Source: an optimization exercise on an open RTL-to-GDS flow (aim: small area, a short achievable clock period and few clock cycles). Production flows keep margins and buffers that such runs may drop. Only simulation tests tie the RTL to the original design; equivalence was not proved. No activity file was given, so power comes from the tool's default toggle rates.

==> flow/design.v (outline; a module is shown in full before it is edited, if it fits) <==
// module intcode_core: 894 lines
module intcode_core (
    input  wire        clk,
    input  wire        rst,         
    input  wire        cmd_valid,
    output wire        cmd_ready,
    input  wire [3:0]  cmd_op,
    input  wire [15:0] cmd_a,
    input  wire [15:0] cmd_b,
    input  wire [15:0] cmd_c,
    input  wire [15:0] cmd_d,
    output reg         rsp_valid,
    output reg  [2:0]  rsp_code,
    output reg  [31:0] rsp_data
);
  // ...
==> flow/flow/run.sh <==
#!/bin/bash
# The standard synthesis and layout (standard.sh), with two changes to how
# the layout is made: the ports are buffered with buf_4 cells instead of the
# default delay-buffer cells, and the layout's timing repair aims for a setup
# slack of 14.5 ns instead of 0, that is for a 5.5 ns cycle. The clock, the SDC
# and everything else are unchanged.
set -uo pipefail
bash standard.sh synth > synth.log 2>&1 || exit 1
bash standard.sh SETUP_SLACK_MARGIN=14.5 \
    "BUFFER_PORTS_ARGS=-buffer_cell sky130_fd_sc_hd__buf_4" finish > layout.log 2>&1 || exit 1
==> flow/standard.sh <==
#!/bin/bash
# synth_recipe.tcl (not shown) runs the flow's synth.tcl, then flattens the netlist and writes it again
# the make line also repeats each setting of config.mk as NAME=value (left out here)
make -C /OpenROAD-flow-scripts/flow DESIGN_CONFIG=/design/flow/config.mk WORK_HOME=/design/flow/orfs CLKGATE_MAP_FILE= SYNTH_SCRIPT=/design/flow/synth_recipe.tcl "${@:-finish}"
==> flow/config.mk <==
export PLATFORM = sky130hd
export DESIGN_NAME = intcode_core
export DESIGN_NICKNAME = intcode_core
export VERILOG_FILES = /design/flow/design.v
export SDC_FILE = /design/flow/constraint.sdc
export NUM_CORES = 4
export LEC_CHECK = 0
export CAP_MARGIN = 20
export CORE_MARGIN = 2
export CORE_UTILIZATION = 30
export SLEW_MARGIN = 20
==> flow/constraint.sdc <==
create_clock -name core_clock -period 20.0 [get_ports {clk}]
set_input_delay 4.0000 -clock core_clock [delete_from_list [all_inputs] [get_ports {clk}]]
set_output_delay 4.0000 -clock core_clock [all_outputs]
set_load 0.01 [all_outputs]
==> flow_summary.toml, run 1 <==
[layout]
antenna_cells = 552
buffers = 1062
top_regs = "base (1024), mem (1024)"
syn2layout_area_growth_pct = 22.4
final_cell_mix = "2,048 x edfxtp_1, 1,046 x a21o_1, 885 x a22oi_1, 828 x buf_4, 562 x nor2_1"
nNonClkInverters = 314
multi_input_area_um2 = 49500
post-route-util_pct = 36.8
instances_no_fill = 17100

[place]
dp_cells = 15800

[status]
violations = "antenna rules, capacitance limit, slew limit"
status = "finished with violations"

[power_and_ir_drop]
swShare_pct = 31.8
fin_total_pwr_w = 0.0149

[worst_setup_path]
setup.worst_path.class = "flip-flop to flip-flop"
cpMaxStageDelayCell = "nor2_1"
required_ns = 20.96
crit_path_end = "xE[2]$_DFF_P_"
worstPathArrival_ns = 7.39
path_max_fanout = 23
worst-r2r-cell-count = 13

[worst_hold_path]
hp-class = "flip-flop to flip-flop"
worstHoldStart = "ipE[0]$_DFF_P_"

[timing]
setup_tns_ns = 0
holdWs_ns = 0.312
rsz0062_at_grt = "true"
setup_slack_ns = 13.58
max_freq_mhz = 156
clock_skew_ns = 0.112
drv_slew = 18

[yosys]
yosys-top-cells-count = "2,048 x edfxtp_1, 1,046 x a21o_1, 902 x a22oi_1"
ys.warnings.count = 2
synth_area_um2 = 122000

[clock_network]
worstSkewPairLatency_ns = 1.10
holdBufCountCts = 0

[floorplanning]
core_area_um2 = 406000
start_util_pct = 30.1

[grt]
grt_pass1_vias = 109000
grt_max_degree = 92
antenna_found_initial = 355

[route]
wl_met1_mm = 409
ant_nets = 3

[job]
maxCapViolCount = 5
Testbench counts, summed over its fixed seeds: cycles 36,860.
==> run 2: changes to the inputs <==
--- a/flow/design.v
+++ b/flow/design.v
@@ -31,16 +31,17 @@
     reg [22:0] answer;
     reg [31:0] sfcnt;
     reg        ready;        
     reg        loading;      
     reg [6:0]  ld_idx;
     reg        peek_pend;    
     reg        peek_ok;
     reg        ld_clr;       
+    reg [6:0]  ld_len;       
     reg        pt_flt;       
     reg [15:0] pt_pos;
     reg        run_act;      
     reg        srch;         
     reg        replay;       
     reg        rs_pend;      
     reg        pf_pend;      
     reg        ed_pend;      
@@ -86,23 +87,25 @@
     wire        f_halt = !fs0 && fhlt;
     wire        hitD = vD    && dD[5:2] == ipr;
     wire        hitE = cur_E && dE[5:2] == ipr;
     wire        hitW = cur_W && dW[5:2] == ipr;
     wire        hit0 = (hitD && dD[1:0] == 2'd0) || (hitE && dE[1:0] == 2'd0) ||
                        (hitW && dW[1:0] == 2'd0);
     wire        conflict = hit0 || ((hitD || hitE || hitW) && !fs0 && !fbad);
     wire        kill   = cur_W && ovfW;
-    wire        f_go   = run_act && !kill && !conflict;
+    wire        ekill  = run_act && cur_E && !tail_pend && !kill && ovf_early;
+    wire        f_go   = run_act && !kill && !ekill && !conflict;
     wire        f_push = f_go && f_ok;
-    wire        f_tok  = f_go && !f_ok && !tail_pend;
+    wire        tail_ok;
+    wire        f_tok  = f_go && !f_ok && tail_ok;
     wire        last_verb = (verb == verb_hi);
     wire        last_cand = last_verb && (noun == noun_hi);
     wire        overlap   = srch && !replay && !last_cand;
-    wire        spec_h = f_go && !tail_pend && overlap && f_halt;   
+    wire        spec_h = f_go && tail_ok && overlap && f_halt;   
     wire        spec_f = f_tok && overlap && !f_halt;     
     wire        f_end  = f_tok && !overlap && !vD && !vE;
     reg [2:0]  fe_cause;
     reg [15:0] fe_info;
     reg [1:0]  fe_slot;
     always @(*) begin
         fe_cause = 3'd0; fe_info = 16'd0; fe_slot = 2'd0;
         if (fs0)       fe_cause = F_SHORT;
@@ -516,30 +519,49 @@
             if (xE[k]) bx = k + 1;
             if (yE[k]) by = k + 1;
         end
     end
     wire [5:0]  bsum = {1'b0, bx} + {1'b0, by};
     wire        movf = (bsum >= 6'd18) || (bsum == 6'd17 && prod[16]);
     wire [15:0] resE = mulE ? prod[15:0] : sum[15:0];
     wire        ovfE = mulE ? movf : sum[16];
+    reg  [15:0] tx, ty;
+    integer k2;
+    always @(*) begin
+        tx[15] = xE[15];
+        ty[15] = yE[15];
+        for (k2 = 14; k2 >= 0; k2 = k2 - 1) begin
+            tx[k2] = tx[k2+1] | xE[k2];
+            ty[k2] = ty[k2+1] | yE[k2];
+        end
+    end
+    reg         ge18;
+    integer k3;
+    always @(*) begin
+        ge18 = 1'b0;
+        for (k3 = 1; k3 < 16; k3 = k3 + 1)
+            ge18 = ge18 | (tx[k3] & ty[16-k3]);
+    end
+    wire        ovf_early = mulE ? ge18 : sum[16];
     wire [15:0] rdA = mem[aD];
     wire [15:0] rdB = mem[bD];
     wire [15:0] xR = (cur_E && dE == aD) ? resE : (cur_W && dW == aD) ? resW : rdA;
     wire [15:0] yR = (cur_E && dE == bD) ? resE : (cur_W && dW == bD) ? resW : rdB;
     wire [15:0] noun_nx = last_verb ? noun + 16'd1 : noun;
     wire [15:0] verb_nx = last_verb ? verb_lo : verb + 16'd1;
     wire [15:0] m0  = (cur_W && dW == 6'd0) ? resW : mem[0];
     wire [22:0] ans = noun * 23'd100 + {7'd0, verb};
     wire        t_dec   = tail_pend && !old_E;
     wire        t_flt   = tail_flt || (old_W && ovfW);
     wire [15:0] t_m0    = (old_W && dW == 6'd0) ? resW : m0_old;
     wire        t_found = t_dec && !t_flt && (t_m0 == target);
-    wire end_ev  = f_end || (run_act && kill);
-    wire dec     = srch && ((run_act && kill) || pf_pend || ed_pend);
+    assign      tail_ok = !tail_pend || (t_dec && !t_found);
+    wire end_ev  = f_end || (run_act && kill) || ekill;
+    wire dec     = srch && ((run_act && kill) || ekill || pf_pend || ed_pend);
     wire f_found = f_halt && (m0 == target);
     wire halted  = ed_pend && ed_halt;
     wire found   = ed_pend && ed_found;
     wire advance = spec_h || (dec && !found && !last_cand);
     wire restore = rs_pend || advance || t_found;
     wire [15:0] p_n = rs_pend ? noun_lo : t_found ? noun_p : noun_nx;
     wire [15:0] p_v = rs_pend ? verb_lo : t_found ? verb_p : verb_nx;
     wire [15:0] r1 = (base_len > 7'd1) ? p_n : base[1];
@@ -626,16 +648,17 @@
         ipW  <= ipE;
         eW   <= eE;
         if (accept && !loading && cmd_op == C_PEEK)
             aD <= cmd_a[5:0];
         cw_base <= loading;
         cw_a    <= loading ? ld_idx[5:0] : cmd_a[5:0];
         cw_d    <= loading ? cmd_a : cmd_b;
         pt_pos  <= cmd_a;
+        if (!loading) ld_len <= cmd_a[6:0];
         if (rst) begin
             ready     <= 1'b1;
             loading   <= 1'b0;
             ld_idx    <= 7'd0;
             peek_pend <= 1'b0;
             peek_ok   <= 1'b0;
             run_act   <= 1'b0;
             srch      <= 1'b0;
@@ -680,16 +703,18 @@
             rsp_valid <= 1'b0;
             cw_v      <= 1'b0;
             rs_pend   <= 1'b0;
             pf_pend   <= 1'b0;
             ed_pend   <= 1'b0;
             ld_clr    <= 1'b0;
             pt_flt    <= 1'b0;
             if (ld_clr) begin
+                mem_len  <= ld_len;
+                base_len <= ld_len;
                 ip     <= 7'd0;
                 state  <= ST_RUNNING;
                 fcause <= 3'd0;
                 finfo  <= 16'd0;
                 fslot  <= 2'd0;
                 sstate <= SS_IDLE;
                 target <= 16'd0;
                 noun   <= 16'd0;
@@ -705,27 +730,25 @@
             end
             if (rs_pend) begin
                 noun <= noun_lo;
                 verb <= verb_lo;
             end
             if (accept && loading) begin
                 cw_v    <= 1'b1;
                 ld_idx  <= ld_idx + 7'd1;
-                if (ld_idx + 7'd1 == mem_len) begin
+                if (ld_idx + 7'd1 == ld_len) begin
                     loading <= 1'b0;
                     respond(R_DONE, 32'd0);
                 end
             end else if (accept) begin
                 case (cmd_op)
                     C_LOAD:
                         if (cmd_a > MEM_MAX) respond(R_REFUSED, 32'd0);
                         else begin
-                            mem_len  <= cmd_a[6:0];
-                            base_len <= cmd_a[6:0];
                             ld_clr   <= 1'b1;
                             ld_idx   <= 7'd0;
                             if (cmd_a == 16'd0) respond(R_DONE, 32'd0);
                             else loading <= 1'b1;
                         end
                     C_PATCH:
                         if (state != ST_RUNNING) respond(R_REFUSED, 32'd0);
                         else if (cmd_a >= {9'd0, mem_len}) begin
@@ -779,39 +802,47 @@
             end
             if (peek_pend) begin
                 peek_pend <= 1'b0;
                 ready     <= 1'b1;
                 if (peek_ok) respond(R_VALUE, {16'd0, rdA});
                 else respond(R_REFUSED, 32'd0);
             end
             vD <= f_push;
-            vE <= vD && !kill;
-            vW <= vE && !kill;
+            vE <= vD && !kill && !ekill;
+            vW <= vE && !kill && !ekill;
             if (f_push) ip <= ip + 7'd4;
             if (kill && run_act) begin
                 run_act <= 1'b0;
                 ip      <= {1'b0, ipW, 2'd0};
                 state   <= ST_FAULTED;
                 fcause  <= F_OVF;
                 finfo   <= 16'd0;
                 fslot   <= 2'd0;
             end
+            if (ekill) begin
+                run_act <= 1'b0;
+                ip      <= {1'b0, ipE, 2'd0};
+                state   <= ST_FAULTED;
+                fcause  <= F_OVF;
+                finfo   <= 16'd0;
+                fslot   <= 2'd0;
+            end
             if (f_end) begin
                 run_act <= 1'b0;
                 state   <= f_halt ? ST_HALTED : ST_FAULTED;
                 fcause  <= fe_cause;
                 finfo   <= fe_info;
                 fslot   <= fe_slot;
             end
             if (f_end && !srch) begin
                 ready <= 1'b1;
                 respond(f_halt ? R_HALTED : R_FAULTED, 32'd0);
             end
-            if (kill && run_act && !srch) begin
+            if ((kill && run_act || ekill) && !srch) begin
                 ready <= 1'b1;
                 respond(R_FAULTED, 32'd0);
             end
             if ((f_end || spec_f) && srch) begin
                 run_act  <= 1'b0;
                 ed_pend  <= 1'b1;
                 ed_halt  <= f_end && f_halt;
                 ed_found <= f_end && f_found;
==> flow/config.mk (replaced) <==
export PLATFORM = sky130hd
export DESIGN_NAME = intcode_core
export DESIGN_NICKNAME = intcode_core
export VERILOG_FILES = /design/flow/design.v
export SDC_FILE = /design/flow/constraint.sdc
export NUM_CORES = 4
export LEC_CHECK = 0
export CAP_MARGIN = 20
export CORE_MARGIN = 2
export CORE_UTILIZATION = 35
export SLEW_MARGIN = 20
==> run 2 against run 1 <==
Against the previous run:
- the flow now stops in 5_1_grt
- synthesized area increased by 1.1%
- synthesized cell count increased by 1.7%
==> flow_summary.toml, run 2 <==
[yosys]
async_reset_ff_share_pct = 0
yosys-top-cells-count = "2,055 x edfxtp_1, 1,044 x a21o_1, 873 x a22oi_1"
synth_area_um2 = 123000
ys_seq_elements = 2512
ys_seq_area_share_pct = 57.4
synth_fp_nets = 10900
ys.warnings.count = 2
synth_area_leader_cell = "edfxtp_1"
synth_edf_count = 2055
synthCells = 10500
yosysUniqueCellTypes = 108
synth_top_cell_area_share_pct = 50.0
syn_area_per_cell_um2 = 11.8
yosys-top-cells-area = "edfxtp_1 50%, dfxtp_1 7.4%, a21o_1 6.3%"
yosysMostFrequentCell = "edfxtp_1"
synthFlopType = "edfxtp_1"

[clock_network]
root_buffer = "clkbuf_16"
clockBufferDepth = 4
htree_levels = 5
clock_sinks = 2512
cts_made_buffers = 275
holdBufCountCts = 0

[floorplanning]
io_pins = 108
die_h_um = 598
num_rows = 218
chipWidth_um = 598
start_util_pct = 35.1

[place]
gp_congestion = 1.32
dp_cells = 14900
portBuffers = 107
placed_cell_area_um2 = 132000
hpwl_mm = 728

[grt]
grt.overflow.total = 1
grt_max_degree = 108
track_usage_pct = 60.5

[status]
stop_stage = "5_1_grt"
status = "did not finish"
toolErrorMsg = "[ERROR GRT-0232] Routing congestion too high. Check the congestion heatmap in the GUI."
## run 2: timing repair
item | 4_1_cts
setup endpoints to repair | 2240
pin swaps | 54
buffers inserted | 111
gates resized for setup | 350
cloned | 28
## run 2: cells by family after synthesis
group	synth area share, %
compound gates	22.0
flops	57.4
simple gates	9.60
buf+inv	3.89
fa+ha+maj	3.89
xor+xnor	1.63
mux	1.53
other cells	0.00608
## run 2: stage by stage
step	util [%]	hold WS [ns]	setup slack [ns]
3_3_place_gp	37.4	0.311	10.48
3_5_place_dp	37.4	0.314	10.43
4_1_cts	41.0	0.328	14.50
2_1_floorplan	-	0.310	14.03
## run 2: power by group through the flow
| stage | logic, W | clock network [W] | registers [W] |
|---|---|---|---|
| 3_5_place_dp | 0.00231 | 0 | 0.00627 |
| 2_1_floorplan | 0.00138 | 0 | 0.00613 |
| 3_3_place_gp | 0.00224 | 0 | 0.00627 |
| 4_1_cts | 0.00238 | 0.00527 | 0.00616 |
## run 2: worst max path at each step
stage / end / startpoint / slack, ns / depth (start not counted)
2_1_floorplan: ld_idx[2]$_SDFFE_PP0P_ / cmd_a[2] / 14.03 / 12
3_3_place_gp: mem[42][3]$_DFFE_PP_ / ip[2]$_SDFFE_PP0P_ / 10.48 / 16
3_5_place_dp: mem[18][4]$_DFFE_PP_ / ip[2]$_SDFFE_PP0P_ / 10.43 / 16
4_1_cts: mem[20][2]$_DFFE_PP_ / ip[3]$_SDFFE_PP0P_ / 14.50 / 17
## run 2: metal layers
metal,GRT overflow,track usage [%]
met4,1,56.8
met3,0,43.9
met1,0,62.7
met5,0,24.5
met2,0,75.9
Testbench counts of run 2, summed over its fixed seeds: cycles 35,343.

[re-timing with driven ports]
The flow's constraints put no driver on any port. The routed layout listed below was extracted and timed again, unchanged, in two steps. Step 1 (the two cells are an assumption about what drives the block):
set clk [get_ports {clk}]
set_driving_cell -lib_cell sky130_fd_sc_hd__clkbuf_16 $clk
set_driving_cell -lib_cell sky130_fd_sc_hd__buf_2 [delete_from_list [all_inputs] $clk]
Step 2 moves the port delays by t, midway between the first and last clock arrival at a register: inputs arrive t later, outputs are due t later. That takes back most of the time a late clock gives input paths. Slacks: ideal ports / drivers / drivers and shift; pairs: ideal ports / drivers.
run: run 1
t, ns: 1.178
slack for setup (ns): 13.576 / 13.576 / 13.368
latest minus earliest clock arrival (ns): 0.112 / 0.112
slew at the worst register clock pin (ns): 0.08 / 0.08
worst data-port slew with drivers (ns): 0.11
The setup slack of run 1 moves by 0.000 ns with the drivers and by -0.208 ns with both steps.
